Context: an optimization exercise on an open-source flow, tuned for small area, a short achievable clock period and few clock cycles per item. The choices shown serve that exercise and are no tape-out recipe. Where RTL was checked, it was by simulation tests only, not by an equivalence proof against the original. Function not checked in run 6: the RTL went through the layout flow alone. Power and IR drop assume default switching activity.

`flow/design.v`:
```
module kzg_chal (
    input  wire         clk,
    input  wire         rst,
    input  wire         in_valid,
    output wire         in_ready,
    input  wire [31:0]  in_data,
    output wire         out_valid,
    input  wire         out_ready,
    output reg          out_err,
    output reg  [11:0]  out_index,
    output wire [255:0] out_z
);
    localparam [255:0] R_MOD =
        256'h73eda753299d7d483339d80809a1d80553bda402fffe5bfeffffffff00000001;
    localparam [255:0] IV =
        256'h6a09e667bb67ae853c6ef372a54ff53a510e527f9b05688c1f83d9ab5be0cd19;
    localparam [31:0] LEN_BITS = 32'd1049216;  
    localparam [1:0] S_RUN = 2'd0, S_RED = 2'd1, S_OUT = 2'd2;
    reg  [1:0]  st;
    reg  [6:0]  c;           
    reg  [15:0] wcnt;        
    reg  [31:0] a, b, cc, d, e, f, g, h, p;
    reg  [31:0] w [0:15];    
    reg  [31:0] hs0, hs1, hs2, hs3, hs4, hs5, hs6, hs7;
    reg         chk;         
    reg         eq_run;
    reg  [1:0]  pass;        
    reg  [2:0]  rc;          
    reg         bor;
    reg         ge;
    reg         f_rnd, f_last, f_last_e, f_ff, f_cpy, f_slot;
    reg         host, done;
    reg         rdy;         
    reg         ov;          
    reg         first;       
    integer     i;
    wire take = ov && out_ready;
    wire init = rst || take;
    wire run  = (st == S_RUN);
    wire slot   = run && !done && f_slot;
    wire pre    = (wcnt[15:3] == 13'd0);          
    wire accept = slot && host;           
    assign in_ready = rdy;                
    wire adv = run && !(accept && !in_valid);
    wire f_slot_n = adv ? ((c >= 7'd65) || (c <= 7'd13)) : f_slot;
    wire host_n   = (slot && adv) ? ((wcnt >= 16'd7) && (wcnt < 16'd32787)) : host;
    wire done_n   = (slot && adv) ? (wcnt == 16'd32799) : done;
    wire run_n    = run && !(adv && c == 7'd0 && done);
    reg [31:0] prefix_word;
    always @(*) begin
        case (wcnt[2:0])
            3'd0: prefix_word = 32'h4653424c;
            3'd1: prefix_word = 32'h4f425645;
            3'd2: prefix_word = 32'h52494659;
            3'd3: prefix_word = 32'h5f56315f;
            3'd7: prefix_word = 32'h00001000;
            default: prefix_word = 32'h00000000;
        endcase
    end
    wire [31:0] pad_word = (wcnt[4:0] == 5'd20) ? 32'h80000000 :
                           (wcnt[4:0] == 5'd31) ? LEN_BITS : 32'h0;
    wire [31:0] load_word = host ? in_data : pre ? prefix_word : pad_word;
    reg  [31:0] k_t;
    reg  [31:0] k_nx;
    wire [5:0]  k_idx = (c == 7'd66) ? 6'd0 : c[5:0] + 6'd1;
    always @(*) begin
        case (k_idx)
            6'd0:  k_nx = 32'h428a2f98; 6'd1:  k_nx = 32'h71374491;
            6'd2:  k_nx = 32'hb5c0fbcf; 6'd3:  k_nx = 32'he9b5dba5;
            6'd4:  k_nx = 32'h3956c25b; 6'd5:  k_nx = 32'h59f111f1;
            6'd6:  k_nx = 32'h923f82a4; 6'd7:  k_nx = 32'hab1c5ed5;
            6'd8:  k_nx = 32'hd807aa98; 6'd9:  k_nx = 32'h12835b01;
            6'd10: k_nx = 32'h243185be; 6'd11: k_nx = 32'h550c7dc3;
            6'd12: k_nx = 32'h72be5d74; 6'd13: k_nx = 32'h80deb1fe;
            6'd14: k_nx = 32'h9bdc06a7; 6'd15: k_nx = 32'hc19bf174;
            6'd16: k_nx = 32'he49b69c1; 6'd17: k_nx = 32'hefbe4786;
            6'd18: k_nx = 32'h0fc19dc6; 6'd19: k_nx = 32'h240ca1cc;
            6'd20: k_nx = 32'h2de92c6f; 6'd21: k_nx = 32'h4a7484aa;
            6'd22: k_nx = 32'h5cb0a9dc; 6'd23: k_nx = 32'h76f988da;
            6'd24: k_nx = 32'h983e5152; 6'd25: k_nx = 32'ha831c66d;
            6'd26: k_nx = 32'hb00327c8; 6'd27: k_nx = 32'hbf597fc7;
            6'd28: k_nx = 32'hc6e00bf3; 6'd29: k_nx = 32'hd5a79147;
            6'd30: k_nx = 32'h06ca6351; 6'd31: k_nx = 32'h14292967;
            6'd32: k_nx = 32'h27b70a85; 6'd33: k_nx = 32'h2e1b2138;
            6'd34: k_nx = 32'h4d2c6dfc; 6'd35: k_nx = 32'h53380d13;
            6'd36: k_nx = 32'h650a7354; 6'd37: k_nx = 32'h766a0abb;
            6'd38: k_nx = 32'h81c2c92e; 6'd39: k_nx = 32'h92722c85;
            6'd40: k_nx = 32'ha2bfe8a1; 6'd41: k_nx = 32'ha81a664b;
            6'd42: k_nx = 32'hc24b8b70; 6'd43: k_nx = 32'hc76c51a3;
            6'd44: k_nx = 32'hd192e819; 6'd45: k_nx = 32'hd6990624;
            6'd46: k_nx = 32'hf40e3585; 6'd47: k_nx = 32'h106aa070;
            6'd48: k_nx = 32'h19a4c116; 6'd49: k_nx = 32'h1e376c08;
            6'd50: k_nx = 32'h2748774c; 6'd51: k_nx = 32'h34b0bcb5;
            6'd52: k_nx = 32'h391c0cb3; 6'd53: k_nx = 32'h4ed8aa4a;
            6'd54: k_nx = 32'h5b9cca4f; 6'd55: k_nx = 32'h682e6ff3;
            6'd56: k_nx = 32'h748f82ee; 6'd57: k_nx = 32'h78a5636f;
            6'd58: k_nx = 32'h84c87814; 6'd59: k_nx = 32'h8cc70208;
            6'd60: k_nx = 32'h90befffa; 6'd61: k_nx = 32'ha4506ceb;
            6'd62: k_nx = 32'hbef9a3f7; default: k_nx = 32'hc67178f2;
        endcase
    end
    function [32:0] add_sk;      
        input [31:0] x, y;
        input        cin;
        reg   [31:0] gg, pp;
        integer l, i, j;
        begin
            gg = x & y;
            pp = x ^ y;
            gg[0] = gg[0] | (pp[0] & cin);
            for (l = 0; l < 5; l = l + 1)
                for (i = 0; i < 32; i = i + 1)
                    if (((i >> l) & 1) == 1) begin
                        j = ((i >> l) << l) - 1;
                        gg[i] = gg[i] | (pp[i] & gg[j]);
                        pp[i] = pp[i] & pp[j];
                    end
            add_sk = {gg[31], (x ^ y) ^ {gg[30:0], cin}};
        end
    endfunction
    function [32:0] add_bk;      
        input [31:0] x, y;
        input        cin;
        reg   [31:0] gg, pp;
        integer l, i;
        begin
            gg = x & y;
            pp = x ^ y;
            gg[0] = gg[0] | (pp[0] & cin);
            for (l = 0; l < 5; l = l + 1)
                for (i = 0; i < 32; i = i + 1)
                    if (((i + 1) % (2 << l)) == 0) begin
                        gg[i] = gg[i] | (pp[i] & gg[i - (1 << l)]);
                        pp[i] = pp[i] & pp[i - (1 << l)];
                    end
            for (l = 3; l >= 0; l = l - 1)
                for (i = 0; i < 32; i = i + 1)
                    if (((i + 1) % (2 << l)) == (1 << l) && (i + 1) > (1 << l)) begin
                        gg[i] = gg[i] | (pp[i] & gg[i - (1 << l)]);
                        pp[i] = pp[i] & pp[i - (1 << l)];
                    end
            add_bk = {gg[31], (x ^ y) ^ {gg[30:0], cin}};
        end
    endfunction
    wire rnd  = f_rnd;
    wire last = f_last;
    wire ff   = f_ff;
    wire [31:0] bsig0 = {a[1:0], a[31:2]} ^ {a[12:0], a[31:13]} ^ {a[21:0], a[31:22]};
    wire [31:0] bsig1 = {e[5:0], e[31:6]} ^ {e[10:0], e[31:11]} ^ {e[24:0], e[31:25]};
    wire [31:0] ch    = (e & f) ^ (~e & g);
    wire [31:0] maj   = (a & b) ^ (a & cc) ^ (b & cc);
    wire [31:0] h0g   = last ? hs0 : 32'd0;
    wire [31:0] h4g   = f_last_e ? hs4 : 32'd0;
    wire [31:0] xs  = p ^ ch ^ bsig1;
    wire [31:0] xc  = {(p[30:0] & ch[30:0]) | (p[30:0] & bsig1[30:0]) | (ch[30:0] & bsig1[30:0]), 1'b0};
    wire [31:0] ys  = bsig0 ^ maj ^ h0g;
    wire [31:0] yc  = {(bsig0[30:0] & maj[30:0]) | (bsig0[30:0] & h0g[30:0]) | (maj[30:0] & h0g[30:0]), 1'b0};
    wire [31:0] s3  = xs ^ xc ^ ys;
    wire [31:0] c3  = {(xs[30:0] & xc[30:0]) | (xs[30:0] & ys[30:0]) | (xc[30:0] & ys[30:0]), 1'b0};
    wire [31:0] s4  = s3 ^ c3 ^ yc;
    wire [31:0] c4  = {(s3[30:0] & c3[30:0]) | (s3[30:0] & yc[30:0]) | (c3[30:0] & yc[30:0]), 1'b0};
    wire [32:0] a_add = add_sk(s4, c4, 1'b0);
    wire [31:0] a_new = a_add[31:0];
    wire [31:0] s6  = d ^ h4g ^ xs;
    wire [31:0] c6  = {(d[30:0] & h4g[30:0]) | (d[30:0] & xs[30:0]) | (h4g[30:0] & xs[30:0]), 1'b0};
    wire [31:0] s7  = s6 ^ c6 ^ xc;
    wire [31:0] c7  = {(s6[30:0] & c6[30:0]) | (s6[30:0] & xc[30:0]) | (c6[30:0] & xc[30:0]), 1'b0};
    wire [32:0] e_add = add_sk(s7, c7, 1'b0);
    wire [31:0] e_new = e_add[31:0];
    wire [31:0] s8 = g ^ k_t ^ w[15];
    wire [31:0] c8 = {(g[30:0] & k_t[30:0]) | (g[30:0] & w[15][30:0]) | (k_t[30:0] & w[15][30:0]), 1'b0};
    wire [32:0] p_add = add_bk(s8, c8, 1'b0);
    wire [31:0] p_new = p_add[31:0];
    reg  [31:0] iv_a, iv_e;
    always @(*) begin
        case (c[1:0])
            2'd1:    begin iv_a = IV[159:128]; iv_e = IV[31:0];  end  
            2'd2:    begin iv_a = IV[191:160]; iv_e = IV[63:32]; end  
            default: begin iv_a = IV[223:192]; iv_e = IV[95:64]; end  
        endcase
    end
    wire [31:0] a_op1 = first ? iv_a : hs3;
    wire [31:0] a_op2 = first ? 32'd0 : d;
    wire [32:0] a_ff  = add_sk(a_op1, a_op2, 1'b0);
    wire [31:0] sum_a = a_ff[31:0];
    wire [31:0] ssig0 = {w[1][6:0], w[1][31:7]} ^ {w[1][17:0], w[1][31:18]} ^ (w[1] >> 3);
    wire [31:0] ssig1 = {w[14][16:0], w[14][31:17]} ^ {w[14][18:0], w[14][31:19]} ^ (w[14] >> 10);
    wire [31:0] s9  = w[0] ^ w[9] ^ ssig0;
    wire [31:0] c9  = {(w[0][30:0] & w[9][30:0]) | (w[0][30:0] & ssig0[30:0]) | (w[9][30:0] & ssig0[30:0]), 1'b0};
    wire [31:0] s10 = s9 ^ c9 ^ ssig1;
    wire [31:0] c10 = {(s9[30:0] & c9[30:0]) | (s9[30:0] & ssig1[30:0]) | (c9[30:0] & ssig1[30:0]), 1'b0};
    wire [32:0] w_add  = add_sk(s10, c10, 1'b0);
    wire [31:0] w_next = w_add[31:0];
    reg [31:0] r_lo;         
    always @(*) begin
        case (rc)
            3'd0: r_lo = R_MOD[31:0];
            3'd1: r_lo = R_MOD[63:32];
            3'd2: r_lo = R_MOD[95:64];
            3'd3: r_lo = R_MOD[127:96];
            3'd4: r_lo = R_MOD[159:128];
            3'd5: r_lo = R_MOD[191:160];
            3'd6: r_lo = R_MOD[223:192];
            default: r_lo = R_MOD[255:224];
        endcase
    end
    wire        red      = (st == S_RED);
    wire        cmp_pass = !pass[0];
    wire [31:0] sub_op   = (cmp_pass || ge) ? r_lo : 32'd0;
    wire [31:0] e_op1    = first ? iv_e : hs7;
    wire [31:0] e_op     = red ? ~sub_op : first ? 32'd0 : h;
    wire        e_cin    = red && !bor;
    wire [32:0] e_sum    = add_sk(e_op1, e_op, e_cin);
    wire [31:0] sum_e    = e_sum[31:0];
    wire        red_bor  = !e_sum[32];
    wire [31:0] red_word = cmp_pass ? hs7 : sum_e;
    wire [15:0] wm9     = wcnt - 16'd9;    
    wire [2:0]  cpos    = wm9[2:0];
    reg  [31:0] r_word;
    always @(*) begin
        case (cpos)
            3'd0: r_word = R_MOD[255:224];
            3'd1: r_word = R_MOD[223:192];
            3'd2: r_word = R_MOD[191:160];
            3'd3: r_word = R_MOD[159:128];
            3'd4: r_word = R_MOD[127:96];
            3'd5: r_word = R_MOD[95:64];
            3'd6: r_word = R_MOD[63:32];
            default: r_word = R_MOD[31:0];
        endcase
    end
    wire eq_before = (cpos == 3'd0) ? 1'b1 : eq_run;
    wire word_gt   = w[15] > r_word;
    wire word_eq   = w[15] == r_word;
    wire elem_bad  = eq_before && (word_gt || (word_eq && cpos == 3'd7));
    wire blob_load = slot && host && in_valid && (wcnt < 16'd32776);
    assign out_valid = ov;
    assign out_z = {hs0, hs1, hs2, hs3, hs4, hs5, hs6, hs7};
    always @(posedge clk) begin
        if (init) begin
            st    <= S_RUN;
            c     <= 7'd65;
            wcnt  <= 16'd0;
            first <= 1'b1;
            f_rnd <= 1'b0; f_last <= 1'b0; f_last_e <= 1'b0; f_ff <= 1'b1;
            f_cpy <= 1'b1; f_slot <= 1'b0;
            host  <= 1'b0; done <= 1'b0;
            rdy   <= 1'b0; ov <= 1'b0;
            a <= IV[255:224];
            e <= IV[127:96];
            pass <= 2'd0;
            rc   <= 3'd0;
            bor  <= 1'b0;
            ge   <= 1'b0;
        end else begin
            rdy <= run_n && f_slot_n && host_n && !done_n;
            if (adv) begin
                c <= (c == 7'd66) ? 7'd0 : c + 7'd1;
                k_t <= k_nx;
                f_rnd  <= (c <= 7'd63);
                f_last <= (c == 7'd63);
                f_last_e <= (c[5:0] == 6'd63) && !c[6];
                f_ff   <= (c >= 7'd64);
                f_cpy  <= (c == 7'd64);
                f_slot <= (c >= 7'd65) || (c <= 7'd13);
                if (slot) begin
                    wcnt <= wcnt + 16'd1;
                    host <= (wcnt >= 16'd7) && (wcnt < 16'd32787);
                    done <= (wcnt == 16'd32799);
                end
                if (rnd) begin
                    a <= a_new;
                    e <= e_new;
                end
                b  <= ff ? sum_a : a;
                cc <= b;
                d  <= cc;
                f  <= ff ? sum_e : e;
                g  <= f;
                h  <= g;
                p  <= p_new;
                for (i = 0; i < 15; i = i + 1)
                    w[i] <= w[i + 1];
                w[15] <= slot ? load_word : w_next;
                if (f_cpy) begin
                    hs0 <= a;
                    hs4 <= e;
                end
                if (ff) begin
                    hs1 <= sum_a; hs2 <= hs1; hs3 <= hs2;
                    hs5 <= sum_e; hs6 <= hs5; hs7 <= hs6;
                end
                if (c == 7'd0) begin
                    first <= 1'b0;
                    if (done)
                        st <= S_RED;
                end
            end
            if (st == S_RED) begin
                hs0 <= red_word;
                hs1 <= hs0; hs2 <= hs1; hs3 <= hs2; hs4 <= hs3;
                hs5 <= hs4; hs6 <= hs5; hs7 <= hs6;
                rc  <= rc + 3'd1;
                bor <= (rc == 3'd7) ? 1'b0 : red_bor;
                if (rc == 3'd7) begin
                    pass <= pass + 2'd1;
                    if (cmp_pass)
                        ge <= !red_bor;
                    if (pass == 2'd3) begin
                        st <= S_OUT;
                        ov <= 1'b1;
                    end
                end
            end
        end
    end
    always @(posedge clk) begin
        if (init) begin
            chk     <= 1'b0;
            out_err <= 1'b0;
        end else begin
            chk <= blob_load;
            if (chk) begin
                eq_run <= eq_before && word_eq;
                if (elem_bad && !out_err) begin
                    out_err   <= 1'b1;
                    out_index <= wm9[14:3];
                end
            end
        end
    end
endmodule
```
`flow/run.sh`:
```
#!/bin/bash
# synth_recipe.tcl (not shown) runs the flow's synth.tcl, then flattens the netlist and writes it again
# the make line also repeats each setting of config.mk as NAME=value (left out here)
make -C /OpenROAD-flow-scripts/flow DESIGN_CONFIG=/design/flow/config.mk WORK_HOME=/design/flow/orfs CLKGATE_MAP_FILE= SYNTH_SCRIPT=/design/flow/synth_recipe.tcl finish
```
`flow/config.mk`:
```
export PLATFORM = sky130hd
export DESIGN_NAME = kzg_chal
export DESIGN_NICKNAME = kzg_chal
export VERILOG_FILES = /design/flow/design.v
export SDC_FILE = /design/flow/constraint.sdc
export NUM_CORES = 4
export LEC_CHECK = 0
export CAP_MARGIN = 20
export CORE_MARGIN = 2
export CORE_UTILIZATION = 65
export CTS_BUF_LIST = sky130_fd_sc_hd__clkbuf_16
export CTS_CLUSTER_DIAMETER = 60
export CTS_CLUSTER_SIZE = 20
export PLACE_DENSITY = 0.75
export SETUP_SLACK_MARGIN = 5
export SLEW_MARGIN = 20
```
`flow/constraint.sdc`:
```
create_clock -name core_clock -period 10.0 [get_ports {clk}]
set_input_delay 2.0000 -clock core_clock [delete_from_list [all_inputs] [get_ports {clk}]]
set_output_delay 2.0000 -clock core_clock [all_outputs]
set_load 0.01 [all_outputs]
```
==> summary.txt, run 1 <==
setup clock skew after layout=0.0476 ns; critical path startpoint category=register; distinct cell type count after synthesis=between 70 and 80; Final Hold Vio Count=0; Synth Register Bits=around 1100; Non-Filler Cell Area, Final=between 60000 and 70000 sq um; cell area after synthesis=61400 sq um; Cell Pwr Density=about 400 nW/um^2; Max stage delay on crit path=between 0.4 and 0.5 ns; time the final worst path needs with I/O delays and setup=approximately 5.0 ns; dominant synthesized flop cell=edfxtp_1; Root Buffer=clkbuf_16; RSZ-0062 raised after global routing=true; antenna violations before repair=3; cell type with the largest total area after synthesis=edfxtp_1; worst setup slack for register-to-register paths=4.99 ns; final antenna-violating net count=0; vias after detailed routing=roughly 43000; Filler cells=roughly 6000; Detailed Place HPWL=~140000 um; syn nets=~5700; Max Transition Viols Final=0; per-instance average area after synthesis=12.1 sq um; final std cells w/o fill=6630; clock latency of the later-clocked register in the worst-skew pair=0.73 ns; Syn. warnings=2; gr usage total=0.399; Initial Util=0.657; cell area after placement=65700 sq um; fraction of final layout cells sized beyond drive strength 1=0.0893; number of sinks driven by the clock tree=1146; placer's final routability congestion estimate=roughly 1.0; drt wl/cell=29.5 um; post-route worst hold slack=about 0.40 ns; share of synthesized flip-flops with an asynchronous set or reset=0; number of flops mapped to enable cells by yosys=1037; area added between synthesis and finish=13.6%; number of buffers on the longest clock path=3; leading cell types in the layout, fill and taps excluded=edfxtp_1 (1037), nand2_1 (504), inv_1 (463); Starting DRT DRC Count=about 6500; area fraction of the dominant cell type after synthesis=0.507; post-placement setup slack=slightly below 4 ns; leakage power figure=approximately 27 nW; top post-synthesis cells by area=edfxtp_1 (51%), fa_1 (10%), ha_1 (5.0%), dfxtp_1 (3.6%), xnor2_1 (3.2%); TritonCTS buffer count=just under 90; cell breakdown of the critical path=xor2_4, xnor2_2, fa_1, buf_4, fa_1, fa_1, inv_1, ha_4, fa_2, a211oi_2, o21bai_2, a311oi_2, buf_4, a21o_4, nand3b_1, a21o_1, a21o_1, xor2_1, a22o_1; share of the yosys chip area belonging to registers=0.543; total wire length after detailed routing=195000 um; Crit path required time=10.59 ns; via-per-instance ratio=6.50; total global routing overflow=0; Site Rows=112; Ports=307; number of buffers and inverters on the critical path=3; Worst VDD drop=roughly 550 uV; die width=between 300 and 400 um; transition time of the tightest slew-check pin=approximately 1.2 ns; critical path's slowest cell=fa_1; die outline height=311 um; register with the most flip-flops=w; worst setup slack after layout=between 4 and 5 ns; RR Endpoint=a[23]; r2r startpoint=e[27]; standard cell core area=93500 sq um; DRC=0; worst hold stages=0; post-route clock period utilization=0.501; max-cap violation count=0; net total in the final layout=5900; run status=complete, no violations; CTS tree=built; core occupancy in the finished layout=0.746; hold-fix buffers at CTS=0; number of detailed-route iterations in the first pass=6; Die Outline Area=about 97000 sq um; most common cell after layout, fill and taps aside=edfxtp_1; IO Port Bufs=slightly above 300; sort of element at the end of the critical path=register; highest clock rate=200 MHz; CP Max Fanout=4; via count of the first global-routing pass=approximately 42000; startpoint of the tightest hold check path=w[7][9]; Relative slew margins=0.216; cell family with the largest share of critical-path delay=adder cells; H-Tree Level Count=3; flip-flop count of the largest register after layout=512; Worst Path Arrival=between 5 and 6 ns; cell count after synthesis=5074; Final Setup Violations=0; clock transition time at the flip-flop clock pins of the worst setup and hold paths=~0.080 ns; worst hold path type=register to register; largest net degree at the start of global routing=~180; Worst Setup Path Type=register to register; number of cells in the design after placement=~6400; most used cell along the critical path=fa_1; depth of the worst register-to-register path=19; hold worst-path end=w[6][9]; wire length of the first global-routing pass=around 280000 um
## layer usage
| layer | wire length, um | track usage |
|---|---|---|
| met5 | 0 | 0 |
| met4 | 10900 | 0.183 |
| met3 | 24000 | 0.103 |
| met2 | 88200 | 0.606 |
| met1 | 72300 | 0.545 |
## where the power goes
group,switching [mW],internal (mW),total [mW]
logic,10.2,7.39,17.6
clock network,1.92,1.85,3.77
registers,0.849,6.30,7.15
total,13.0,15.5,28.5
## logic make-up after synthesis
logic type / synth area share
AOI/OAI and AO/OA: 0.101
xor gates and xnor gates: 0.0576
adders and majority gates: 0.155
buffers and inverters: 0.0440
DFF: 0.543
muxes: 0.0186
and+or+nand+nor: 0.0809
## worst max-delay path by stage
| stage | cells after the start | slack (ns) | start | end |
|---|---|---|---|---|
| 6_report | 19 | 4.99 | e[27] | a[23] |
| 3_5_place_dp | 18 | 3.88 | st[0] | hs0[26] |
| 3_3_place_gp | 18 | 4.13 | st[0] | hs0[26] |
| 2_1_floorplan | 5 | -4.34 | rst | b[0] |
| 5_1_grt | 19 | 4.91 | e[13] | a[23] |
| 4_1_cts | 18 | 5.01 | rc[0] | hs0[17] |
## timing repair
action / CTS / global route
hold endpoints to repair: 0 / 0
pin swaps: 7 / 28
resized for setup: 99 / 104
setup buffers: 11 / 10
endpoints found under the setup margin: 141 / 110
gates cloned: 0 / 1
## Yosys cell counts, drive strengths merged, types with 52 or more instances
library cell	n
nand3	52
nor2	285
dfxtp	109
a21oi	296
o21ai	283
mux2i	61
clkbuf	227
nand2	506
xnor2	223
a21o	109
ha	247
fa	313
inv	454
edfxtp	1037
nor3	67
xor2	181
## through the flow
step | TNS (ns) | power [mW]
5_1_grt | 0 | 30.2
3_3_place_gp | 0 | 22.4
6_report | 0 | 28.5
4_1_cts | 0 | 27.2
3_5_place_dp | 0 | 22.8
2_1_floorplan | -3590.11 | 18.3
## layout make-up
cell class | count | area [sq um] | share of cell area
diodes | 2 | 5.00 | 0.0000718
clock buffers | 90 | 2250 | 0.0323
clock inverters | 71 | 766 | 0.0110
inverters | 459 | 1730 | 0.0248
multi-input cells | 3213 | 26100 | 0.375
flip-flops and latches | 1146 | 33400 | 0.479
well taps | 1254 | 1570 | 0.0225
repair buffers | 395 | 3840 | 0.0550
Testbench counts, summed over its fixed seeds: cycles 1,648,632, items 12.
==> run 2, diff against run 1 <==
--- a/flow/config.mk
+++ b/flow/config.mk
@@ -5,6 +5,7 @@
 export SDC_FILE = /design/flow/constraint.sdc
 export NUM_CORES = 4
 export LEC_CHECK = 0
+export ABC_AREA = 1
 export CAP_MARGIN = 20
 export CORE_MARGIN = 2
 export CORE_UTILIZATION = 65
==> summary.txt, run 2 <==
run status=complete, no violations; distinct cell type count after synthesis=55 (-29%); Worst Path Arrival=5.55 ns (-0.05 ns); area added between synthesis and finish=12.5%; total wire length after detailed routing=203000 um (+3.8%); clock transition time at the flip-flop clock pins of the worst setup and hold paths=0.12 ns (+0.04 ns); number of flops mapped to enable cells by yosys=1037 (unchanged); proportion of total power due to net switching=0.462 (+0.00709); drt wl/cell=26.9 um (-8.9%); cell type with the largest total area after synthesis=edfxtp_1; share of the yosys chip area belonging to registers=0.530 (-0.0125); critical path startpoint category=register; die outline height=315 um (+1.2%); number of buffers on the longest clock path=3 (unchanged); worst setup slack after layout=5.01 ns (+0.0187 ns); flip-flop count of the largest register after layout=512 (unchanged); most instantiated cells after synthesis=nand2_1 (1234), edfxtp_1 (1037), inv_1 (848); cell breakdown of the critical path=xnor2_1, xor2_1, fa_1, inv_1, fa_1, fa_1, ha_1, inv_1, fa_1, inv_1, nand3_1, nand2_2, a21oi_4, o21ai_2, buf_6, fa_1, o21ai_0, a21oi_1; RSZ-0062 raised after global routing=true; share of synthesized flip-flops with an asynchronous set or reset=0 (unchanged); worst hold path type=register to register; Worst Setup Path Type=register to register; dominant synthesized flop cell=edfxtp_1; setup clock skew after layout=0.0478 ns (+0.000182 ns); part of the power in the clock network=0.158 (+0.026); per-instance average area after synthesis=10.5 sq um (-13%); wire length of the first global-routing pass=294000 um (+4.5%); share of total power in sequential cells=0.280 (+0.029); post-layout total power=25.4 mW (-11%); sum of negative setup slack=0 ns (unchanged); DRC=0 (unchanged); Cell Pwr Density=359 nW/um^2 (-12%); final antenna-violating net count=0 (unchanged); highest clock rate=201 MHz (+0.37%); Ports=307 (unchanged); cell count after synthesis=5967 (+18%); net switching power of the design=11.7 mW (-9.7%); via count of the first global-routing pass=45500 (+8.8%); sort of element at the end of the critical path=register; transition time of the tightest slew-check pin=1.22 ns (+0.0581 ns); largest net degree at the start of global routing=169 (-7.1%); vias after detailed routing=47100 (+9.4%); final std cells w/o fill=7550 (+14%); number of buffers and inverters on the critical path=4 (+1); Relative slew margins=0.185 (-0.0318); placer's final routability congestion estimate=1.01 (-0.85%); critical path's slowest cell=fa_1; cell area after placement=67100 sq um (+2.0%); Root Buffer=clkbuf_16; post-placement setup slack=3.92 ns (+0.0345 ns); area of combinational cells with multiple inputs=25700 sq um (-1.7%); internal power=13.6 mW (-12%); Final Hold Vio Count=0 (unchanged); Crit path required time=10.56 ns (-0.03 ns); post-route clock period utilization=0.499 (-0.00187); syn nets=6563 (+16%); IO Port Bufs=306 (unchanged); cell family with the largest share of critical-path delay=adder cells; Synth Register Bits=1146 (unchanged); Detailed Place HPWL=147000 um (+6.0%); number of detailed-route iterations in the first pass=8 (+2); Worst VDD drop=285 uV (-48%); hold-fix buffers at CTS=0 (unchanged); area of all sequential standard cells=33400 sq um (-0.22%); time the final worst path needs with I/O delays and setup=4.99 ns (-0.0187 ns); gr usage total=0.409 (+0.0102); Initial Util=0.653 (-0.00417); clock latency of the later-clocked register in the worst-skew pair=0.72 ns (about the same); number of cells in the design after placement=7376 (+14%); via-per-instance ratio=6.24 (-4.0%); leading cell types in the layout, fill and taps excluded=nand2_1 (1227), edfxtp_1 (1037), inv_1 (849); Max Transition Viols Final=0 (unchanged); register with the most flip-flops=w; most used cell along the critical path=fa_1; leakage power figure=29.5 nW (+8.9%); Final Setup Violations=0 (unchanged); TritonCTS buffer count=94 (+5.6%); most frequently used cell type in the post-synthesis netlist=nand2_1; area fraction of the dominant cell type after synthesis=0.496 (-0.0117); top post-synthesis cells by area=edfxtp_1 (50%), fa_1 (10%), nand2_1 (7.4%), inv_1 (5.1%), ha_1 (4.9%); net total in the final layout=6799 (+15%); Site Rows=114 (+1.8%); Combinational Power Share=0.562 (-0.055); fraction of final layout cells sized beyond drive strength 1=0.0512 (-0.0381); H-Tree Level Count=3 (unchanged); Filler cells=6480 (+7.9%); Syn. warnings=2 (unchanged); Die Outline Area=99200 sq um (+2.3%); Non-Filler Cell Area, Final=70700 sq um (+1.4%); number of sinks driven by the clock tree=1146 (unchanged); Max stage delay on crit path=0.63 ns (+0.14 ns); Starting DRT DRC Count=7293 (+13%); standard cell core area=96300 sq um (+3.0%); max-cap violation count=0 (unchanged); CP Max Fanout=14 (+10); CTS tree=built; cell area after synthesis=62800 sq um (+2.4%); die width=315 um (+1.2%); antenna violations before repair=7 (+4); total global routing overflow=0 (unchanged); most common cell after layout, fill and taps aside=nand2_1
run 2: worst register-to-register path: cells and delay by family (launching register included):
family / cells / cell delay (ns)
fa+ha+maj: 6 / 2.51
compound gates: 4 / 0.63
xor+xnor: 2 / 0.63
buf+inv: 4 / 0.44
flops: 1 / 0.40
simple gates: 2 / 0.22
run 2: power groups by stage:
stage / Clock, mW / Sequential [mW] / Combinational, mW
finish: 4.00 / 7.11 / 14.2
global route: 4.17 / 7.13 / 15.8
CTS: 4.02 / 7.08 / 13.7
detailed placement: 0 / 7.16 / 13.4
global placement: 0 / 7.12 / 12.9
floorplan: 0 / 6.85 / 9.73
run 2: kinds of logic after synthesis:
family / count (synthesis) / share of synthesized area
flip-flops: 1146 / 0.530
multiplexers: 30 / 0.00478
AO/OA/AOI/OAI: 825 / 0.0723
XOR/XNOR: 324 / 0.0453
buffers and inverters: 1076 / 0.0652
AND/OR/NAND/NOR: 1994 / 0.131
adder cells (fa/ha/maj): 572 / 0.151
run 2: final timing paths:
kind         startpoint  endpoint  slack (ns)  cells after the start
min reg2reg     w[8][4]   w[7][4]        0.40                      0
max reg2reg       e[11]     e[16]        5.01                     18
max               e[11]     e[16]        5.01                     18
min             w[8][4]   w[7][4]        0.40                      0
run 2: cell type report:
type / instances / area share
sequential: 1146 / 0.472
multi-input combinational: 3748 / 0.363
timing repair buffer: 353 / 0.0499
inverter: 860 / 0.0461
clock buffer: 97 / 0.0343
tap: 1276 / 0.0226
clock inverter: 67 / 0.0116
antenna: 3 / 0.000106
run 2: metal layers:
layer	wire [um]	GRT usage	part of all wire
met5	13	0	0.000064
met1	72800	0.556	0.36
met2	89800	0.617	0.44
met3	27800	0.109	0.14
met4	12400	0.196	0.061
run 2: timing repair:
action / in CTS / in global routing
buffers inserted: 1 / 3
endpoints found under the setup margin: 664 / 147
hold endpoints to repair: 0 / 0
resized for setup: 24 / 54
pin swaps: 2 / 5
gates cloned: 2 / 1
run 2: stage by stage:
step | utilization | hold slack [ns]
4_1_cts | 0.732 | 0.401
3_3_place_gp | 0.697 | 0.400
2_1_floorplan | - | 0.400
6_report | 0.734 | 0.400
3_5_place_dp | 0.697 | 0.405
5_1_grt | 0.734 | 0.399
==> run 3, diff against run 2 <==
==> flow/config.mk (replaced) <==
export PLATFORM = sky130hd
export DESIGN_NAME = kzg_chal
export DESIGN_NICKNAME = kzg_chal
export VERILOG_FILES = /design/flow/design.v
export SDC_FILE = /design/flow/constraint.sdc
export NUM_CORES = 4
export LEC_CHECK = 0
export CAP_MARGIN = 20
export CORE_MARGIN = 2
export CORE_UTILIZATION = 55
export PLACE_DENSITY = 0.7
export SETUP_SLACK_MARGIN = 5
export SLEW_MARGIN = 20
==> summary.txt, run 3 <==
IO Port Bufs=306 (unchanged); die width=338 um (+7.4%); number of buffers on the longest clock path=3 (unchanged); CP Max Fanout=4 (-10); post-route worst hold slack=0.325 ns (-0.0745 ns); Worst VDD drop=462 uV (+62%); Root Buffer=clkbuf_16; Final Hold Vio Count=0 (unchanged); run status=complete, no violations; area fraction of the dominant cell type after synthesis=0.507 (+0.0117); number of detailed-route iterations in the first pass=6 (-2); number of flops mapped to enable cells by yosys=1037 (unchanged); sort of element at the end of the critical path=register; Syn. warnings=2 (unchanged); cell area after synthesis=61400 sq um (-2.3%); Worst Path Arrival=5.65 ns (+0.10 ns); TritonCTS buffer count=121 (+29%); worst hold path type=register to register; distinct cell type count after synthesis=77 (+40%); flip-flop count of the largest register after layout=512 (unchanged); total wire length after detailed routing=193000 um (-5.0%); area added between synthesis and finish=16.2%; share of synthesized flip-flops with an asynchronous set or reset=0 (unchanged); CTS tree=built; cell type with the largest total area after synthesis=edfxtp_1; H-Tree Level Count=3 (unchanged); hold-fix buffers at CTS=0 (unchanged); Final Setup Violations=0 (unchanged); Cell Pwr Density=417 nW/um^2 (+16%); standard cell core area=111000 sq um (+15%); DRC=0 (unchanged); Initial Util=0.555 (-0.0979); clock transition time at the flip-flop clock pins of the worst setup and hold paths=0.07 ns (-0.05 ns); highest clock rate=197 MHz (-1.5%); clock latency of the later-clocked register in the worst-skew pair=0.77 ns (+0.05 ns); Synth Register Bits=1146 (unchanged); leading cell types in the layout, fill and taps excluded=edfxtp_1 (1037), nand2_1 (503), inv_1 (452); per-instance average area after synthesis=12.1 sq um (+15%); Ports=307 (unchanged); syn nets=5670 (-14%); core occupancy in the finished layout=0.645 (-0.0897); wire length of the first global-routing pass=278000 um (-5.3%); net total in the final layout=5936 (-13%); Filler cells=8470 (+31%); cell count after synthesis=5074 (-15%); largest net degree at the start of global routing=188 (+11%); total global routing overflow=0 (unchanged); drt wl/cell=27.8 um (+3.4%); final antenna-violating net count=0 (unchanged); Crit path required time=10.59 ns (+0.03 ns); post-route clock period utilization=0.507 (+0.00779); Die Outline Area=114000 sq um (+15%); most instantiated cells after synthesis=edfxtp_1 (1037), nand2_1 (506), inv_1 (454); number of sinks driven by the clock tree=1146 (unchanged); most frequently used cell type in the post-synthesis netlist=edfxtp_1; Max Transition Viols Final=0 (unchanged); top post-synthesis cells by area=edfxtp_1 (51%), fa_1 (10%), ha_1 (5.0%), dfxtp_1 (3.6%), xnor2_1 (3.2%); register with the most flip-flops=w; sum of negative setup slack=0 ns (unchanged); Detailed Place HPWL=139000 um (-5.4%); setup clock skew after layout=0.0998 ns (+0.0520 ns); dominant synthesized flop cell=edfxtp_1; RSZ-0062 raised after global routing=true; placer's final routability congestion estimate=0.976 (-3.0%); most common cell after layout, fill and taps aside=edfxtp_1; vias after detailed routing=42300 (-10%); max-cap violation count=0 (unchanged); time the final worst path needs with I/O delays and setup=5.07 ns (+0.0779 ns); post-layout total power=29.7 mW (+17%); via-per-instance ratio=6.09 (-2.3%); critical path startpoint category=register; fraction of final layout cells sized beyond drive strength 1=0.0967 (+0.0455); transition time of the tightest slew-check pin=1.21 ns (-0.00802 ns); Starting DRT DRC Count=5174 (-29%); Site Rows=122 (+7.0%); Worst Setup Path Type=register to register; share of the yosys chip area belonging to registers=0.543 (+0.0125); gr usage total=0.332 (-0.0771); leakage power figure=27.7 nW (-6.2%); antenna violations before repair=7 (unchanged); Relative slew margins=0.188 (+0.00355); die outline height=338 um (+7.4%); via count of the first global-routing pass=40600 (-11%)
[run 3: cell count changes after synthesis, sizes merged, moves of 27 or more]
cell,delta
nand2,-739
inv,-402
nand3,-314
a21o,+85
xnor2,+70
clkbuf,+58
mux2,+45
a211oi,+43
o21ai,-41
a21oi,-39
mux2i,+31
nor2b,+29
nor3,+29
and2,+27
[run 3: metal layers]
layer / wire length [um] / vias to the layer above / track usage
met1: 79200 / 21100 / 0.484
met4: 7980 / 4 / 0.118
met5: 23 / - / 0
li1: - / 18300 / -
met3: 20800 / 414 / 0.0724
met2: 84700 / 2434 / 0.492
[run 3: timing repair]
action	4_1_cts	5_1_grt
cloned	1	1
setup buffers	11	24
pin swaps	11	38
endpoints found under the setup margin	196	105
gates resized for setup	132	80
[run 3: cell type report]
class / instances / area (sq um) / area share
well taps: 1488 / 1860 / 0.0261
clock buffers: 148 / 3150 / 0.0442
inverters: 459 / 1740 / 0.0243
diodes: 2 / 5.00 / 0.0000702
flip-flops and latches: 1146 / 33400 / 0.469
clock inverters: 83 / 1100 / 0.0155
multi-input cells: 3213 / 26100 / 0.366
repair buffers: 399 / 3920 / 0.0550
[run 3: cells by family (layout without fill, tap and decap cells)]
| group | after synthesis | in the layout | share of synthesized area |
|---|---|---|---|
| flops | 1146 | 1146 | 0.543 |
| simple gates | 1121 | 1121 | 0.0809 |
| compound gates | 1007 | 1007 | 0.101 |
| buf+inv | 715 | 1089 | 0.0440 |
| fa+ha+maj | 574 | 574 | 0.155 |
| xor+xnor | 404 | 404 | 0.0576 |
| mux | 107 | 107 | 0.0186 |
| other cells | 0 | 2 | 0 |
[run 3: stage by stage]
step,cell area [sq um],setup WS (ns),std cells
2_1_floorplan,61400,-4.34,5074
3_3_place_gp,66000,3.84,6667
3_5_place_dp,66000,3.64,6668
4_1_cts,70800,5.00,6911
5_1_grt,71300,4.88,6937
6_report,71300,4.93,6938
[run 3: final timing paths]
path	startpoint	to	slack, ns	cells past startpoint
setup / recovery	e[27]	a[25]	4.93	18
hold / removal	w[10][31]	w[9][31]	0.33	0
setup reg to reg	e[27]	a[25]	4.93	18
hold reg to reg	w[10][31]	w[9][31]	0.33	0
[run 3: worst max-delay path: stages (launching register included)]
cell and delay, ns:
dfxtp_4 0.38, xor2_2 0.19, xnor2_2 0.25, fa_2 0.53, fa_1 0.51, fa_1 0.51
inv_2 0.05, ha_4 0.16, fa_2 0.39, a211oi_4 0.32, o21bai_4 0.13, a311oi_4 0.35
buf_4 0.20, a21o_4 0.17, a21oi_2 0.07, nand2b_4 0.18, a211o_1 0.30, a21oi_2 0.13
o21ai_1 0.08
[run 3: where the power goes]
part           internal (mW)  switching [mW]  leakage (nW)
sequential              6.30           0.825          10.7
combinational           7.72            10.1          14.9
clock                   2.78            2.00          2.04
total                   16.8            12.9          27.7
==> run 4, diff against run 3 <==
--- a/flow/config.mk
+++ b/flow/config.mk
@@ -7,7 +7,10 @@
 export LEC_CHECK = 0
 export CAP_MARGIN = 20
 export CORE_MARGIN = 2
-export CORE_UTILIZATION = 55
-export PLACE_DENSITY = 0.7
+export CORE_UTILIZATION = 75
+export CTS_BUF_LIST = sky130_fd_sc_hd__clkbuf_16
+export CTS_CLUSTER_DIAMETER = 60
+export CTS_CLUSTER_SIZE = 25
+export PLACE_DENSITY = 0.82
 export SETUP_SLACK_MARGIN = 5
 export SLEW_MARGIN = 20
==> summary.txt, run 4 <==
run status=did not finish; failing step=5_1_grt; First Error=[ERROR GRT-0232] Routing congestion too high. Check the congestion heatmap in the GUI.; share of the yosys chip area belonging to registers=0.543 (unchanged); H-Tree Level Count=3 (unchanged); distinct cell type count after synthesis=77 (unchanged); placer's final routability congestion estimate=1.02 (+4.5%); hold-fix buffers at CTS=0 (unchanged); Detailed Place HPWL=148000 um (+6.4%); Post-Synth Simple-Gate Area=0.0809 (unchanged); die width=290 um (-14%); last worst endpoint in the global-route repair_timing=a[23]$_SDFFE_PN0P_/D; number of flops mapped to enable cells by yosys=1037 (unchanged); fraction of synthesized area in multiplexers=0.0186 (unchanged); cell area after synthesis=61400 sq um (unchanged); number of buffers on the longest clock path=3 (unchanged); Synth Register Bits=1146 (unchanged); most instantiated cells after synthesis=edfxtp_1 (1037), nand2_1 (506), inv_1 (454); kind of the worst endpoint=register data pin; main combinational cell family by area after synthesis=adder cells; cell area after placement=65400 sq um (-0.85%); XOR/XNOR share of the synthesized area=0.0576 (unchanged); most frequently used cell type in the post-synthesis netlist=edfxtp_1; total global routing overflow=38; cell type with the largest total area after synthesis=edfxtp_1; number of sinks driven by the clock tree=1146 (unchanged); antenna violations before repair=33; Syn. warnings=2 (unchanged); per-instance average area after synthesis=12.1 sq um (unchanged); TritonCTS buffer count=80 (-34%); Ports=307 (unchanged); Site Rows=104 (-15%); Root Buffer=clkbuf_16; area fraction of the dominant cell type after synthesis=0.507 (unchanged); Post-Synth Adder-Cell Area=0.155 (unchanged); syn nets=5670 (unchanged); gr usage total=0.672; largest net degree at the start of global routing=a little under 200; IO Port Bufs=306 (unchanged); compound-gate portion of the synthesized area=0.101 (unchanged); Initial Util=0.760 (+0.205); top post-synthesis cells by area=edfxtp_1 (51%), fa_1 (10%), ha_1 (5.0%), dfxtp_1 (3.6%), xnor2_1 (3.2%); die outline height=290 um (-14%); share of synthesized flip-flops with an asynchronous set or reset=0 (unchanged); dominant synthesized flop cell=edfxtp_1; cell count after synthesis=5074 (unchanged)
==> run 4: worst max path at each step <==
stage | start | to | slack, ns
2_1_floorplan | rst | b[0] | -4.34
3_3_place_gp | c[0] | hs0[17] | 4.26
3_5_place_dp | st[0] | hs0[17] | 3.82
4_1_cts | e[25] | e[31] | 5.00
==> run 4: power groups by stage <==
stage | sequential [mW] | clock, mW | combinational, mW
after floorplan | 6.79 | 0 | 11.5
after global placement | 7.12 | 0 | 15.1
after detailed placement | 7.19 | 0 | 16.2
after CTS | 7.14 | 3.69 | 17.8
==> run 4: kinds of logic after synthesis <==
| kind of cell | after synthesis |
|---|---|
| DFF | 1146 |
| and+or+nand+nor | 1121 |
| AOI/OAI and AO/OA | 1007 |
| buffers and inverters | 715 |
| adders and majority gates | 574 |
| xor gates and xnor gates | 404 |
| muxes | 107 |
==> run 4: per-stage QoR <==
step	std cells	worst slack, ns	util	hold WS [ns]	setup TNS (ns)
2_1_floorplan	5074	-4.34	-	0.400	-3590.11
4_1_cts	6399	5.00	0.855	0.386	0
3_3_place_gp	6241	4.26	0.810	0.400	0
3_5_place_dp	6241	3.82	0.810	0.405	0
==> run 4: routing by layer <==
metal,overflow,GRT usage
met4,14,0.589
met5,0,0.284
met3,1,0.506
met1,2,0.710
met2,21,0.837
==> run 4: what timing repair did <==
| item | in CTS |
|---|---|
| endpoints found under the setup margin | 201 |
| pin swaps | 14 |
| gates cloned | 2 |
| gates resized for setup | 162 |
| buffers inserted | 12 |
==> run 5, diff against run 4 <==
==> flow/flow/run.sh (new file) <==
#!/bin/bash
# The standard layout (the standard.sh, standard synthesis and every
# ORFS step unchanged), except that buffer_ports puts a plain
# sky130_fd_sc_hd__buf_1 on every input and output port instead of the
# delay buffer it picks by default. make's full output goes to flow.log;
# ORFS keeps each tool's own log under orfs/logs/.
set -euo pipefail
export BUFFER_PORTS_ARGS="-buffer_cell sky130_fd_sc_hd__buf_1"
bash standard.sh > flow.log 2>&1
==> flow/standard.sh (new file) <==
#!/bin/bash
# synth_recipe.tcl (not shown) runs the flow's synth.tcl, then flattens the netlist and writes it again
# the make line also repeats each setting of config.mk as NAME=value (left out here)
make -C /OpenROAD-flow-scripts/flow DESIGN_CONFIG=/design/flow/config.mk WORK_HOME=/design/flow/orfs CLKGATE_MAP_FILE= SYNTH_SCRIPT=/design/flow/synth_recipe.tcl "${@:-finish}"
--- a/flow/config.mk
+++ b/flow/config.mk
@@ -7,10 +7,10 @@
 export LEC_CHECK = 0
 export CAP_MARGIN = 20
 export CORE_MARGIN = 2
-export CORE_UTILIZATION = 75
+export CORE_UTILIZATION = 65
 export CTS_BUF_LIST = sky130_fd_sc_hd__clkbuf_16
 export CTS_CLUSTER_DIAMETER = 60
-export CTS_CLUSTER_SIZE = 25
-export PLACE_DENSITY = 0.82
+export CTS_CLUSTER_SIZE = 20
+export PLACE_DENSITY = 0.75
 export SETUP_SLACK_MARGIN = 5
 export SLEW_MARGIN = 20
removed: flow/run.sh
==> summary.txt, run 5 <==
Max Transition Viols Final=0; final antenna-violating net count=0; hold-fix buffers at CTS=0 (unchanged); area added between synthesis and finish=10.7%; most common cell after layout, fill and taps aside=edfxtp_1; Filler cells=about 6300; Worst Path Arrival=roughly 5.6 ns; run status=complete, no violations; RSZ-0062 raised after global routing=true; Relative slew margins=0.251; number of buffers on the longest clock path=3 (unchanged); total global routing overflow=0; Starting DRT DRC Count=roughly 6100; TritonCTS buffer count=90 (+13%); drt wl/cell=28.9 um; Worst Setup Path Type=register to register; net switching power of the design=approximately 13 mW; leakage power figure=approximately 26 nW; post-route clock period utilization=0.496; Worst VDD drop=between 600 and 700 uV; Post-Synth Adder-Cell Area=0.155 (unchanged); total wire length after detailed routing=approximately 190000 um; flip-flop count of the largest register after layout=512; leading cell types in the layout, fill and taps excluded=edfxtp_1 (1037), nand2_1 (504), inv_1 (460); DRC=0; Syn. warnings=2 (unchanged); Post-Synth Simple-Gate Area=0.0809 (unchanged); part of the power in the clock network=0.135; IO Port Bufs=306 (unchanged); CP Max Fanout=4; clock transition time at the flip-flop clock pins of the worst setup and hold paths=~0.08 ns; fraction of synthesized area in multiplexers=0.0186 (unchanged); most frequently used cell type in the post-synthesis netlist=edfxtp_1; largest net degree at the start of global routing=between 200 and 250; sort of element at the end of the critical path=register; critical path startpoint category=register; number of flops mapped to enable cells by yosys=1037 (unchanged); dominant synthesized flop cell=edfxtp_1; Cell Pwr Density=roughly 410 nW/um^2; cell type with the largest total area after synthesis=edfxtp_1; vias after detailed routing=43000; proportion of total power due to net switching=0.452; distinct cell type count after synthesis=77 (unchanged); Final Hold Vio Count=0; number of detailed-route iterations in the first pass=8; Crit path required time=10.60 ns; internal power=roughly 15 mW; compound-gate portion of the synthesized area=0.101 (unchanged); max-cap violation count=0; setup clock skew after layout=around 0.056 ns; XOR/XNOR share of the synthesized area=0.0576 (unchanged); clock latency of the later-clocked register in the worst-skew pair=between 0.7 and 0.8 ns; worst hold stages=0; CTS tree=built; Die Outline Area=96900 sq um; top post-synthesis cells by area=edfxtp_1 (51%), fa_1 (10%), ha_1 (5.0%), dfxtp_1 (3.6%), xnor2_1 (3.2%); via count of the first global-routing pass=slightly above 40000; most instantiated cells after synthesis=edfxtp_1 (1037), nand2_1 (506), inv_1 (454); number of sinks driven by the clock tree=1146 (unchanged); net total in the final layout=~5900; Max stage delay on crit path=about 0.5 ns; antenna violations before repair=3; core occupancy in the finished layout=0.727; final std cells w/o fill=between 6000 and 7000; number of buffers and inverters on the critical path=2; Root Buffer=clkbuf_16; worst hold path type=register to register; standard cell core area=a little over 90000 sq um; H-Tree Level Count=3 (unchanged); cell breakdown of the critical path=xor2_4, xnor2_2, fa_2, fa_1, fa_1, inv_2, ha_4, fa_2, a211oi_4, o21bai_4, a311oi_2, buf_4, a21o_4, a21oi_1, nand2b_4, a31oi_2, mux2i_1, nand3_1; highest clock rate=slightly above 200 MHz; syn nets=5670 (unchanged); die width=311 um (+7.3%); area fraction of the dominant cell type after synthesis=0.507 (unchanged); die outline height=311 um (+7.3%); per-instance average area after synthesis=12.1 sq um (unchanged); via-per-instance ratio=approximately 6.5; cell area after synthesis=61400 sq um (unchanged); wire length of the first global-routing pass=277000 um; depth of the worst register-to-register path=18; Site Rows=112 (+7.7%); Critical Path Stages=18; area of combinational cells with multiple inputs=~26000 sq um; Synth Register Bits=1146 (unchanged); Combinational Power Share=0.611; area of all sequential standard cells=33400 sq um; cell count after synthesis=5074 (unchanged); main combinational cell family by area after synthesis=adder cells; share of synthesized flip-flops with an asynchronous set or reset=0 (unchanged); sum of negative setup slack=0 ns; placer's final routability congestion estimate=1.01 (-1.1%); share of the yosys chip area belonging to registers=0.543 (unchanged); gr usage total=0.393; share of total power in sequential cells=0.254; fraction of final layout cells sized beyond drive strength 1=0.0901; cell family with the largest share of critical-path delay=adder cells; Detailed Place HPWL=138000 um (-6.7%); Final Setup Violations=0; Ports=307 (unchanged); time the final worst path needs with I/O delays and setup=roughly 5 ns; transition time of the tightest slew-check pin=between 1 and 1.5 ns; number of cells in the design after placement=6440 (+3.2%); Initial Util=0.657 (-0.103); register with the most flip-flops=w; critical path's slowest cell=fa_1
==> run 5: worst paths after layout <==
| path | from | to | slack [ns] |
|---|---|---|---|
| setup / recovery | e[27] | a[26] | 5.04 |
| hold / removal | w[11][17] | w[10][17] | 0.39 |
| setup reg to reg | e[27] | a[26] | 5.04 |
| hold reg to reg | w[11][17] | w[10][17] | 0.39 |
==> run 5: area by class of cell <==
cell class,count,share of cell area
Sequential cell,1146,0.492
Multi-Input combinational cell,3213,0.384
Clock buffer,91,0.0335
Timing Repair Buffer,406,0.0296
Inverter,459,0.0254
Tap cell,1254,0.0231
Clock inverter,70,0.0116
Antenna cell,4,0.000147
==> run 5: cells by family after synthesis <==
kind of cell | after synthesis
xor gates and xnor gates | 404
muxes | 107
adders and majority gates | 574
AOI/OAI and AO/OA | 1007
and+or+nand+nor | 1121
DFF | 1146
buffers and inverters | 715
==> run 5: routing by layer <==
layer | global-route usage | part of all wire | vias to the layer above
li1 | - | - | 18300
met2 | 0.588 | 0.44 | 3083
met4 | 0.175 | 0.054 | 0
met5 | 0 | 0 | -
met3 | 0.0980 | 0.13 | 580
met1 | 0.551 | 0.37 | 21100
==> run 5: repair_timing <==
action                                  in CTS  in global routing
pin swaps                                   12                 20
setup buffers                               11                 27
gates cloned                                 0                  0
resized for setup                           91                115
endpoints found under the setup margin     180                117
==> run 5: power by group through the flow <==
stage	combinational (mW)	sequential, mW	clock (mW)
floorplan	11.5	6.79	0
global route	18.7	7.16	3.98
global placement	15.2	7.14	0
CTS	16.1	7.09	3.81
detailed placement	15.4	7.18	0
finish	17.1	7.13	3.79
==> run 5: stage by stage <==
stage | setup WS [ns] | power, mW | cell area, sq um | hold WS, ns
floorplan | -4.34 | 18.3 | 61400 | 0.400
CTS | 5.00 | 27.0 | 67200 | 0.386
finish | 5.04 | 28.0 | 67900 | 0.392
global route | 4.86 | 29.8 | 67900 | 0.402
detailed placement | 3.84 | 22.6 | 63800 | 0.405
global placement | 4.01 | 22.3 | 63800 | 0.400
==> run 6, diff against run 5 <==
--- a/flow/design.v
+++ b/flow/design.v
@@ -28,24 +28,17 @@
     reg  [2:0]  rc;          
     reg         bor;
     reg         ge;
-    reg         f_rnd, f_last, f_last_e, f_ff, f_cpy, f_slot;
+    reg         f_rnd, f_last, f_ff, f_cpy, f_slot;
     reg         host, done;
-    reg         rdy;         
-    reg         ov;          
     reg         first;       
     integer     i;
-    wire take = ov && out_ready;
+    wire take = (st == S_OUT) && out_ready;
     wire init = rst || take;
     wire run  = (st == S_RUN);
     wire slot   = run && !done && f_slot;
     wire pre    = (wcnt[15:3] == 13'd0);          
-    wire accept = slot && host;           
-    assign in_ready = rdy;                
-    wire adv = run && !(accept && !in_valid);
-    wire f_slot_n = adv ? ((c >= 7'd65) || (c <= 7'd13)) : f_slot;
-    wire host_n   = (slot && adv) ? ((wcnt >= 16'd7) && (wcnt < 16'd32787)) : host;
-    wire done_n   = (slot && adv) ? (wcnt == 16'd32799) : done;
-    wire run_n    = run && !(adv && c == 7'd0 && done);
+    assign in_ready = slot && host;
+    wire adv = run && !(slot && host && !in_valid);
     reg [31:0] prefix_word;
     always @(*) begin
         case (wcnt[2:0])
@@ -150,7 +143,7 @@
     wire [31:0] ch    = (e & f) ^ (~e & g);
     wire [31:0] maj   = (a & b) ^ (a & cc) ^ (b & cc);
     wire [31:0] h0g   = last ? hs0 : 32'd0;
-    wire [31:0] h4g   = f_last_e ? hs4 : 32'd0;
+    wire [31:0] h4g   = last ? hs4 : 32'd0;
     wire [31:0] xs  = p ^ ch ^ bsig1;
     wire [31:0] xc  = {(p[30:0] & ch[30:0]) | (p[30:0] & bsig1[30:0]) | (ch[30:0] & bsig1[30:0]), 1'b0};
     wire [31:0] ys  = bsig0 ^ maj ^ h0g;
@@ -234,7 +227,7 @@
     wire word_eq   = w[15] == r_word;
     wire elem_bad  = eq_before && (word_gt || (word_eq && cpos == 3'd7));
     wire blob_load = slot && host && in_valid && (wcnt < 16'd32776);
-    assign out_valid = ov;
+    assign out_valid = (st == S_OUT);
     assign out_z = {hs0, hs1, hs2, hs3, hs4, hs5, hs6, hs7};
     always @(posedge clk) begin
         if (init) begin
@@ -242,10 +235,9 @@
             c     <= 7'd65;
             wcnt  <= 16'd0;
             first <= 1'b1;
-            f_rnd <= 1'b0; f_last <= 1'b0; f_last_e <= 1'b0; f_ff <= 1'b1;
+            f_rnd <= 1'b0; f_last <= 1'b0; f_ff <= 1'b1;
             f_cpy <= 1'b1; f_slot <= 1'b0;
             host  <= 1'b0; done <= 1'b0;
-            rdy   <= 1'b0; ov <= 1'b0;
             a <= IV[255:224];
             e <= IV[127:96];
             pass <= 2'd0;
@@ -253,13 +245,11 @@
             bor  <= 1'b0;
             ge   <= 1'b0;
         end else begin
-            rdy <= run_n && f_slot_n && host_n && !done_n;
             if (adv) begin
                 c <= (c == 7'd66) ? 7'd0 : c + 7'd1;
                 k_t <= k_nx;
                 f_rnd  <= (c <= 7'd63);
                 f_last <= (c == 7'd63);
-                f_last_e <= (c[5:0] == 6'd63) && !c[6];
                 f_ff   <= (c >= 7'd64);
                 f_cpy  <= (c == 7'd64);
                 f_slot <= (c >= 7'd65) || (c <= 7'd13);
@@ -306,10 +296,8 @@
                     pass <= pass + 2'd1;
                     if (cmp_pass)
                         ge <= !red_bor;
-                    if (pass == 2'd3) begin
+                    if (pass == 2'd3)
                         st <= S_OUT;
-                        ov <= 1'b1;
-                    end
                 end
             end
         end
==> flow/run.sh (new file) <==
#!/bin/bash
# synth_recipe.tcl (not shown) runs the flow's synth.tcl, then flattens the netlist and writes it again
# the make line also repeats each setting of config.mk as NAME=value (left out here)
make -C /OpenROAD-flow-scripts/flow DESIGN_CONFIG=/design/flow/config.mk WORK_HOME=/design/flow/orfs CLKGATE_MAP_FILE= SYNTH_SCRIPT=/design/flow/synth_recipe.tcl finish
==> flow/config.mk (replaced) <==
export PLATFORM = sky130hd
export DESIGN_NAME = kzg_chal
export DESIGN_NICKNAME = kzg_chal
export VERILOG_FILES = /design/flow/design.v
export SDC_FILE = /design/flow/constraint.sdc
export NUM_CORES = 4
export LEC_CHECK = 0
export CAP_MARGIN = 20
export CORE_MARGIN = 2
export CORE_UTILIZATION = 55
export PLACE_DENSITY = 0.7
export SETUP_SLACK_MARGIN = 5
export SLEW_MARGIN = 20
removed: flow/flow/run.sh
removed: flow/standard.sh
==> summary.txt, run 6 <==
run status=complete, no violations; wire length of the first global-routing pass=264000 um (-4.6%); post-route clock period utilization=0.521 (+0.0247); clock latency of the later-clocked register in the worst-skew pair=0.77 ns (+0.05 ns); TritonCTS buffer count=118 (+31%); largest net degree at the start of global routing=182 (-9.9%); Post-Synth Adder-Cell Area=0.156 (+0.000941); Worst Setup Path Type=register to register; cell family with the largest share of critical-path delay=adder cells; compound-gate portion of the synthesized area=0.0960 (-0.00544); gr usage total=0.321 (-0.0717); clock transition time at the flip-flop clock pins of the worst setup and hold paths=0.06 ns (-0.02 ns); cell breakdown of the critical path=xor2_4, xnor2_2, fa_1, fa_1, fa_1, inv_1, ha_2, fa_2, a211o_1, nand2_2, o211a_4, a21oi_4, o221a_4, a221o_1, a21oi_2, nor2b_2, o311a_1, a32o_1; most instantiated cells after synthesis=edfxtp_1 (1037), nand2_1 (521), inv_1 (460); die outline height=337 um (+8.3%); number of sinks driven by the clock tree=1143 (-0.26%); Post-Synth Simple-Gate Area=0.0779 (-0.00305); worst hold path type=register to register; drt wl/cell=26.6 um (-7.8%); Relative slew margins=0.237 (-0.0140); cell count after synthesis=5014 (-1.2%); time the final worst path needs with I/O delays and setup=5.21 ns (+0.247 ns); via count of the first global-routing pass=39100 (-5.0%); transition time of the tightest slew-check pin=1.14 ns (+0.0210 ns); total wire length after detailed routing=183000 um (-4.5%); share of total power in sequential cells=0.241 (-0.013); post-layout total power=29.6 mW (+5.8%); setup clock skew after layout=0.0910 ns (+0.0354 ns); Cell Pwr Density=417 nW/um^2 (+1.1%); Die Outline Area=114000 sq um (+17%); highest clock rate=192 MHz (-4.7%); DRC=0 (unchanged); hold-fix buffers at CTS=0 (unchanged); number of detailed-route iterations in the first pass=7 (-1); CP Max Fanout=2 (-2); RSZ-0062 raised after global routing=true; number of buffers on the longest clock path=3 (unchanged); Starting DRT DRC Count=5079 (-17%); net switching power of the design=12.7 mW (+0.49%); critical path startpoint category=register; cell type with the largest total area after synthesis=edfxtp_1; number of flops mapped to enable cells by yosys=1037 (unchanged); Root Buffer=clkbuf_16; Worst Path Arrival=5.81 ns (+0.26 ns); top routing layer used=met5; Crit path required time=10.60 ns (about the same); die width=337 um (+8.3%); wire length the detailed router placed on met1=74500 um (+4.1%); distinct cell type count after synthesis=76 (-1.3%); flip-flop count of the largest register after layout=512 (unchanged); met2 routed wirelength=81200 um (-4.5%); Worst VDD drop=498 uV (-22%); most used cell along the critical path=fa_1; sort of element at the end of the critical path=register; number of buffers and inverters on the critical path=1 (-1); standard cell core area=110000 sq um (+18%); internal power=16.9 mW (+10%); sum of negative setup slack=0 ns (unchanged); via-per-instance ratio=5.97 (-7.9%); antenna violations before repair=9 (+6); fraction of final layout cells sized beyond drive strength 1=0.104 (+0.0138); Non-Filler Cell Area, Final=71100 sq um (+4.6%); placer's final routability congestion estimate=0.985 (-2.5%); CTS tree=built; Ports=307 (unchanged); cell area after placement=65600 sq um (+2.9%); proportion of total power due to net switching=0.430 (-0.0226); Final Hold Vio Count=0 (unchanged); area added between synthesis and finish=16.4%; met3 WL post-DR=19300 um (-22%); area fraction of the dominant cell type after synthesis=0.510 (+0.00295); Max Transition Viols Final=0 (unchanged); register with the most flip-flops=w; top post-synthesis cells by area=edfxtp_1 (51%), fa_1 (10%), ha_1 (5.1%), xnor2_1 (3.6%), dfxtp_1 (3.5%); leading cell types in the layout, fill and taps excluded=edfxtp_1 (1037), nand2_1 (516), inv_1 (457); Syn. warnings=2 (unchanged); Final Setup Violations=0 (unchanged); critical path's slowest cell=fa_1; dominant synthesized flop cell=edfxtp_1; net total in the final layout=5888 (-0.41%); fraction of synthesized area in multiplexers=0.0206 (+0.00206); Combinational Power Share=0.602 (-0.009); part of the power in the clock network=0.157 (+0.022); H-Tree Level Count=3 (unchanged); most frequently used cell type in the post-synthesis netlist=edfxtp_1; vias after detailed routing=41100 (-4.5%); IO Port Bufs=306 (unchanged); per-instance average area after synthesis=12.2 sq um (+0.61%); most common cell after layout, fill and taps aside=edfxtp_1; share of synthesized flip-flops with an asynchronous set or reset=0 (unchanged); leakage power figure=27.7 nW (+5.3%); worst setup slack for register-to-register paths=4.79 ns (-0.25 ns); Detailed Place HPWL=132000 um (-4.1%); Site Rows=122 (+8.9%); syn nets=5611 (-1.0%); XOR/XNOR share of the synthesized area=0.0607 (+0.00306); main combinational cell family by area after synthesis=adder cells; cell area after synthesis=61000 sq um (-0.58%); Initial Util=0.553 (-0.104); Max stage delay on crit path=0.63 ns (+0.12 ns); final antenna-violating net count=0 (unchanged); share of the yosys chip area belonging to registers=0.545 (+0.00218); Synth Register Bits=1143 (-0.26%); max-cap violation count=0 (unchanged); total global routing overflow=0 (unchanged)
[run 6: cell types whose count changed after synthesis, moves of 8 or more]
cell      before  now
xor2_1       181  171
o22ai_1        7   16
nand3_1       52   60
o211ai_1      38   56
nand2_1      506  521
a221oi_1      19   10
nor3_1        67   53
o31ai_1       27    9
o21ai_0      281  250
a211oi_1      47   27
nor2_1       285  260
mux2_2        45   54
xnor2_1      223  252
[run 6: final cells by class]
type                    count  area [sq um]
diodes                      3          7.51
clock buffers             151          3210
clock inverters            71           921
fillers                  8370         39300
inverters                 463          1750
multi-input cells        3153         25900
flip-flops and latches   1143         33400
well taps                1488          1860
repair buffers            412          4020
[run 6: worst paths after layout]
kind	endpoint	start	depth (start not counted)
hold / removal	w[12][31]	w[13][31]	0
setup reg to reg	a[26]	e[27]	18
setup / recovery	a[26]	e[27]	18
hold reg to reg	w[12][31]	w[13][31]	0
[run 6: timing repair]
item / 4_1_cts / 5_1_grt
pin swaps: 35 / 54
resized for setup: 129 / 90
buffers inserted: 21 / 29
endpoints found under the setup margin: 130 / 102
cloned: 2 / 0
[run 6: cell families (layout without fill, tap and decap cells)]
family | after synthesis | count (layout)
flip-flops | 1143 | 1143
AND/OR/NAND/NOR | 1085 | 1085
AO/OA/AOI/OAI | 952 | 952
buffers and inverters | 718 | 1097
adder cells (fa/ha/maj) | 574 | 574
XOR/XNOR | 423 | 423
multiplexers | 119 | 119
other | 0 | 3
[run 6: power groups by stage]
| stage | Clock [mW] | Combinational [mW] | Sequential [mW] |
|---|---|---|---|
| 2_1_floorplan | 0 | 11.8 | 6.84 |
| 3_3_place_gp | 0 | 15.4 | 7.18 |
| 3_5_place_dp | 0 | 15.7 | 7.20 |
| 4_1_cts | 4.71 | 16.5 | 7.13 |
| 5_1_grt | 4.90 | 19.6 | 7.20 |
| 6_report | 4.65 | 17.8 | 7.15 |
[run 6: through the flow]
step | util | cells | setup WS, ns | hold WS (ns)
after floorplan | - | 5014 | -7.38 | 0.400
after global placement | 0.595 | 6607 | 4.41 | 0.400
after detailed placement | 0.595 | 6607 | 4.23 | 0.405
after CTS | 0.638 | 6852 | 4.86 | 0.339
after global routing | 0.644 | 6881 | 4.74 | 0.364
final | 0.644 | 6884 | 4.79 | 0.339
[run 6: routing by layer]
| layer | vias to the layer above | global-route usage |
|---|---|---|
| met2 | 2192 | 0.477 |
| li1 | 18100 | - |
| met5 | - | 0 |
| met1 | 20400 | 0.460 |
| met4 | 8 | 0.124 |
| met3 | 400 | 0.0767 |

[re-timing with driven ports]
Ports are ideal in the flow. The routed layouts listed here were re-timed in OpenROAD.
Step 1, drivers: a clkbuf_16 drives clk and a buf_2 each remaining input, both assumed.
Step 2 adds t to the input delays and takes it off the output delays; t is the mean of the earliest and latest rising clock arrival at the registers after step 1. Input paths then give back, and output paths get back, about the clock's delay inside the block.
Slacks: ideal ports / drivers / drivers and shift; pairs: ideal ports / drivers.
run	shift t [ns]	setup WS [ns]	hold slack, ns	worst setup path after step 2	worst data-port slew with drivers (ns)
run 1	0.782	4.994 / 4.994 / 4.467	0.400 / 0.400 / 0.400	input to register	0.06
run 2	0.772	5.013 / 5.013 / 4.426	0.400 / 0.400 / 0.400	input to register	0.04
run 3	0.794	4.935 / 4.935 / 4.480	0.325 / 0.325 / 0.325	input to register	0.05
run 5	0.769	5.042 / 5.042 / 4.589	0.392 / 0.392 / 0.392	input to register	0.05
run 6	0.798	4.795 / 4.795 / 4.419	0.339 / 0.339 / 0.339	input to register	0.05
After both steps setup and hold are still met in every run listed. The setup slack of run 2, which loses most, moves by 0.000 ns with the drivers and by -0.587 ns with both steps.
